Background: an optimization exercise with open tools, aiming at small area, a short achievable clock period and few clock cycles per item. Do not read the settings as production practice. Function was checked by simulation only, so behaviour that the tests miss may differ from the original. The flow treats the clock pin as an ideal source, which a real chip does not have.

== v53 ==
==> flow/design.v <==
module pms7003_parse (
    input  wire         clk,
    input  wire         rst,           
    input  wire         in_valid,
    output wire         in_ready,
    input  wire [7:0]   in_data,
    input  wire         in_last,
    input  wire [31:0]  now,
    output reg          out_valid,
    output wire [2:0]   out_err,       
    output wire [191:0] out_fields,    
    output wire [16:0]  out_count,     
    output wire [12:0]  out_est10,     
    output reg  [31:0]  out_ts
);
    assign in_ready = 1'b1;
    reg [5:0] idx;
    always @(posedge clk) begin
        if (rst)
            idx <= 6'd0;
        else if (in_valid) begin
            if (in_last)
                idx <= 6'd0;
            else if (idx != 6'd32)
                idx <= idx + 6'd1;
        end
    end
    reg [7:0] d_q;
    always @(posedge clk)
        if (in_valid)
            d_q <= in_data;
    reg [7:0] fb [4:27];
    integer k;
    always @(posedge clk) begin
        for (k = 4; k < 28; k = k + 1)
            if (k == 22 || k == 23) begin
                if (idx == k)
                    fb[k] <= in_data;
            end else if (idx == k + 1)
                fb[k] <= d_q;
    end
    genvar g;
    generate
        for (g = 0; g < 12; g = g + 1) begin : g_fields
            assign out_fields[16*g +: 16] = {fb[4 + 2*g], fb[5 + 2*g]};
        end
    endgenerate
    reg sync0, sync1;
    always @(posedge clk) begin
        if (idx == 6'd1) sync0 <= (d_q == 8'h42);
        if (idx == 6'd2) sync1 <= (d_q == 8'h4D);
    end
    reg       add_q;        
    reg       first_q;      
    reg [7:0] lo, hi;
    reg       c8;
    wire [8:0] lo_n = {1'b0, first_q ? 8'd0 : lo} + {1'b0, d_q};
    wire       c_n  = add_q & lo_n[8] & ~first_q;
    wire [7:0] hi_0 = hi + {7'd0, c8};
    wire [7:0] hi_1 = hi + {6'd0, c8, ~c8};
    reg        hi_ok0, hi_ok1, hi_c;
    always @(posedge clk) begin
        add_q   <= in_valid & (idx < 6'd30);
        first_q <= (idx == 6'd0);
        if (add_q)
            lo <= lo_n[7:0];
        c8 <= c_n;
        hi <= (add_q & first_q) ? 8'd0 : hi_0;
        if (idx == 6'd30) begin
            hi_ok0 <= (hi_0 == in_data);
            hi_ok1 <= (hi_1 == in_data);
            hi_c   <= c_n;
        end
    end
    wire hi_ok = hi_c ? hi_ok1 : hi_ok0;
    wire lo_ok = (lo == in_data);
    reg [1:0] err;
    always @(posedge clk) begin
        if (rst)
            out_valid <= 1'b0;
        else
            out_valid <= in_valid & in_last;
        if (idx != 6'd31)
            err <= 2'd1;
        else if (!(sync0 & sync1))
            err <= 2'd2;
        else if (!(hi_ok & lo_ok))
            err <= 2'd3;
        else
            err <= 2'd0;
        out_ts <= now;
    end
    assign out_err = {1'b0, err};
    wire [8:0] cnt_lo_n = {1'b0, fb[17]} - {1'b0, fb[23]};
    reg  [7:0] cnt_lo;
    reg        cnt_b;
    reg  [8:0] cnt_hi;
    wire [9:0] cnt_hi_n = {1'b0, fb[16], 1'b1} + {1'b1, ~fb[22], ~cnt_b};
    always @(posedge clk) begin
        cnt_lo <= cnt_lo_n[7:0];
        cnt_b  <= cnt_lo_n[8];
        cnt_hi <= cnt_hi_n[9:1];
    end
    assign out_count = {cnt_hi, cnt_lo};
    localparam [28:0] A = 29'd63216501;
    reg [7:0]  ph;
    reg [2:0]  dig;
    reg [25:0] acc;
    always @(posedge clk) begin
        ph <= {ph[6:0], in_valid & (idx == 6'd23)};
        dig <= ({3{ph[1]}} & out_count[2:0])
             | ({3{ph[2]}} & out_count[5:3])
             | ({3{ph[3]}} & out_count[8:6])
             | ({3{ph[4]}} & out_count[11:9])
             | ({3{ph[5]}} & out_count[14:12])
             | ({3{ph[6]}} & {out_count[16], out_count[16:15]});
    end
    wire       top = ph[7];
    reg [28:0] term;
    always @(*) begin
        case ({top, dig})
            4'b0_000: term = 29'd0;
            4'b0_001: term = A;
            4'b0_010: term = A * 2;
            4'b0_011: term = A * 3;
            4'b0_100: term = A * 4;
            4'b0_101: term = A * 5;
            4'b0_110: term = A * 6;
            4'b0_111: term = A * 7;
            4'b1_001: term = A + 29'd16384;
            4'b1_110: term = 29'd16384 - A * 2;
            4'b1_111: term = 29'd16384 - A;
            default:  term = 29'd16384;
        endcase
    end
    wire [28:0] acc_sum = {3'd0, acc} + term;
    wire        run     = |ph[7:2];
    always @(posedge clk) begin
        if (ph[0])
            acc <= 26'd0;
        else if (run)
            acc <= acc_sum[28:3];
    end
    assign out_est10 = acc[24:12];
endmodule
export LEC_CHECK = 0
export CAP_MARGIN = 20
export CORE_MARGIN = 2
export CORE_UTILIZATION = 65
export CTS_BUF_LIST = sky130_fd_sc_hd__clkbuf_8
export CTS_CLUSTER_DIAMETER = 60
export CTS_CLUSTER_SIZE = 20
export SLEW_MARGIN = 20
create_clock -name core_clock -period 10.0 [get_ports {clk}]
standard.sh (not shown) runs the stock make flow with config.mk's settings and CLKGATE_MAP_FILE= SYNTH_SCRIPT=/design/flow/synth_recipe.tcl, a recipe that flattens the netlist after the stock synthesis.
==> flow/flow/run.sh <==
#!/bin/bash
# Standard ORFS layout, with the port buffers made of the smallest buffer cell.
set -euo pipefail
export BUFFER_PORTS_ARGS="-buffer_cell sky130_fd_sc_hd__buf_1"
bash standard.sh > standard.log 2>&1
Testbench counts of v53, summed over its fixed seeds: cycles 64,008, frames 2,000.
What v2 does differently from v53 at the input level:
-- flow/config.mk --
<<< v53, line 11
export CTS_BUF_LIST = sky130_fd_sc_hd__clkbuf_8
export CTS_CLUSTER_DIAMETER = 60
export CTS_CLUSTER_SIZE = 20
>>> v2, line 11
export CTS_BUF_LIST = sky130_fd_sc_hd__clkbuf_16
export CTS_CLUSTER_DIAMETER = 100
export CTS_CLUSTER_SIZE = 30
--- outcome ---
v2 reached the end of the flow, and the finished layout is clean on the timing, design-rule and antenna checks.
v53 reached the final stage; the timing, design-rule and antenna checks on its layout passed.
On number of global-route vias before repair: between v53 and v2, it ends up higher for v53.
v2: count of clock-buffer cells in the layout 9 below v53
[compare] base=v53 new=v2: worst-case setup margin in the final layout higher, first-pass GRT wire length level, count of cell instances traversed by the critical path ~0 delta, shortest period the worst path allows dropped 76 ps, total wirelength of the detailed-routed design -0.30%.
Relative to v2, the following input files were edited for v49:
-- flow/flow/run.sh --
<<< v2, line 3
>>> v49, line 3
# After clock tree synthesis, the clock root buffer drives the leaf buffers
# directly (the H-tree's intermediate buffers are taken out); the rest of the
# flow (global route with its timing repair, detailed route) then runs as usual.
<<< v2, line 5
bash standard.sh > standard.log 2>&1
>>> v49, line 8
bash standard.sh cts > standard_cts.log 2>&1
openroad -no_init -exit flow/clktree.tcl > clktree.log 2>&1
bash standard.sh finish > standard.log 2>&1
==> flow/flow/clktree.tcl (new file) <==
# Take out the buffers between the clock root buffer and the leaf buffers.
set odb orfs/results/sky130hd/pms7003_parse/base/4_cts.odb
read_db $odb
set block [ord::get_db_block]
set root [$block findInst clkbuf_0_clk]
set rootnet [[$root findITerm X] getNet]
set removed 0
foreach it [$rootnet getITerms] {
  set inst [$it getInst]
  if {$inst eq $root} { continue }
  set master [[$inst getMaster] getName]
  if {![string match "sky130_fd_sc_hd__clkbuf_*" $master]} { continue }
  set outnet [[$inst findITerm X] getNet]
  # only buffers that drive other clock buffers
  set loads {}
  set ok 1
  foreach lt [$outnet getITerms] {
    if {[$lt getInst] eq $inst} { continue }
    if {![string match "sky130_fd_sc_hd__clkbuf_*" [[[$lt getInst] getMaster] getName]]} { set ok 0 }
    lappend loads $lt
  }
  if {!$ok} { continue }
  foreach lt $loads {
    $lt disconnect
    $lt connect $rootnet
  }
  [$inst findITerm A] disconnect
  [$inst findITerm X] disconnect
  puts "removed [$inst getName] ([llength $loads] loads)"
  odb::dbInst_destroy $inst
  odb::dbNet_destroy $outnet
  incr removed
}
puts "removed $removed buffers"
write_db $odb
Results
- [diff] post-layout minimum cycle time, v49 relative to v2: improvement
- As far as first-pass GRT wire length is concerned, v2 and v49 perform about the same.
- Of the two values seen for beginning of the critical path, fb[23][1]$_DFFE_PN_ was produced by v49 and fb[17][2]$_DFFE_PN_ by v2.
- Of v49 and v2, it is v49 that has the lower design area.

==> separate check: timing with driven ports <==
The flow's constraints put no driver on any port. The routed layouts listed below were extracted and timed again, unchanged, in two steps. Step 1: set_driving_cell puts a clkbuf_16 on clk and a buf_2 on each other input, an assumption about the parent block. Step 2, shift: input delay + t, output delay - t, t = (earliest + latest rising clock arrival at the registers) / 2. This alone moves slack from input paths to output paths. a / b / c = no drivers / after step 1 / after step 2; a / b = the first two.
| run | shift t [ns] | slack for setup (ns) | worst hold slack (ns) | worst register clock-pin slew, ns | pins driven straight from the clock port |
|---|---|---|---|---|---|
| v53 | 0.595 | 6.778 / 6.740 / 6.645 | 0.400 / 0.400 / 0.400 | 0.12 / 0.12 | 1 |
| v2 | 0.534 | 6.853 / 6.812 / 6.667 | 0.403 / 0.403 / 0.403 | 0.12 / 0.12 | 1 |
| v49 | 0.500 | 6.889 / 6.846 / 6.666 | 0.405 / 0.405 / 0.405 | 0.12 / 0.12 | 1 |
After both steps setup and hold are still met in every run listed. For v49, which loses most, drivers alone change the setup slack by -0.043 ns; drivers and shift together by -0.223 ns.
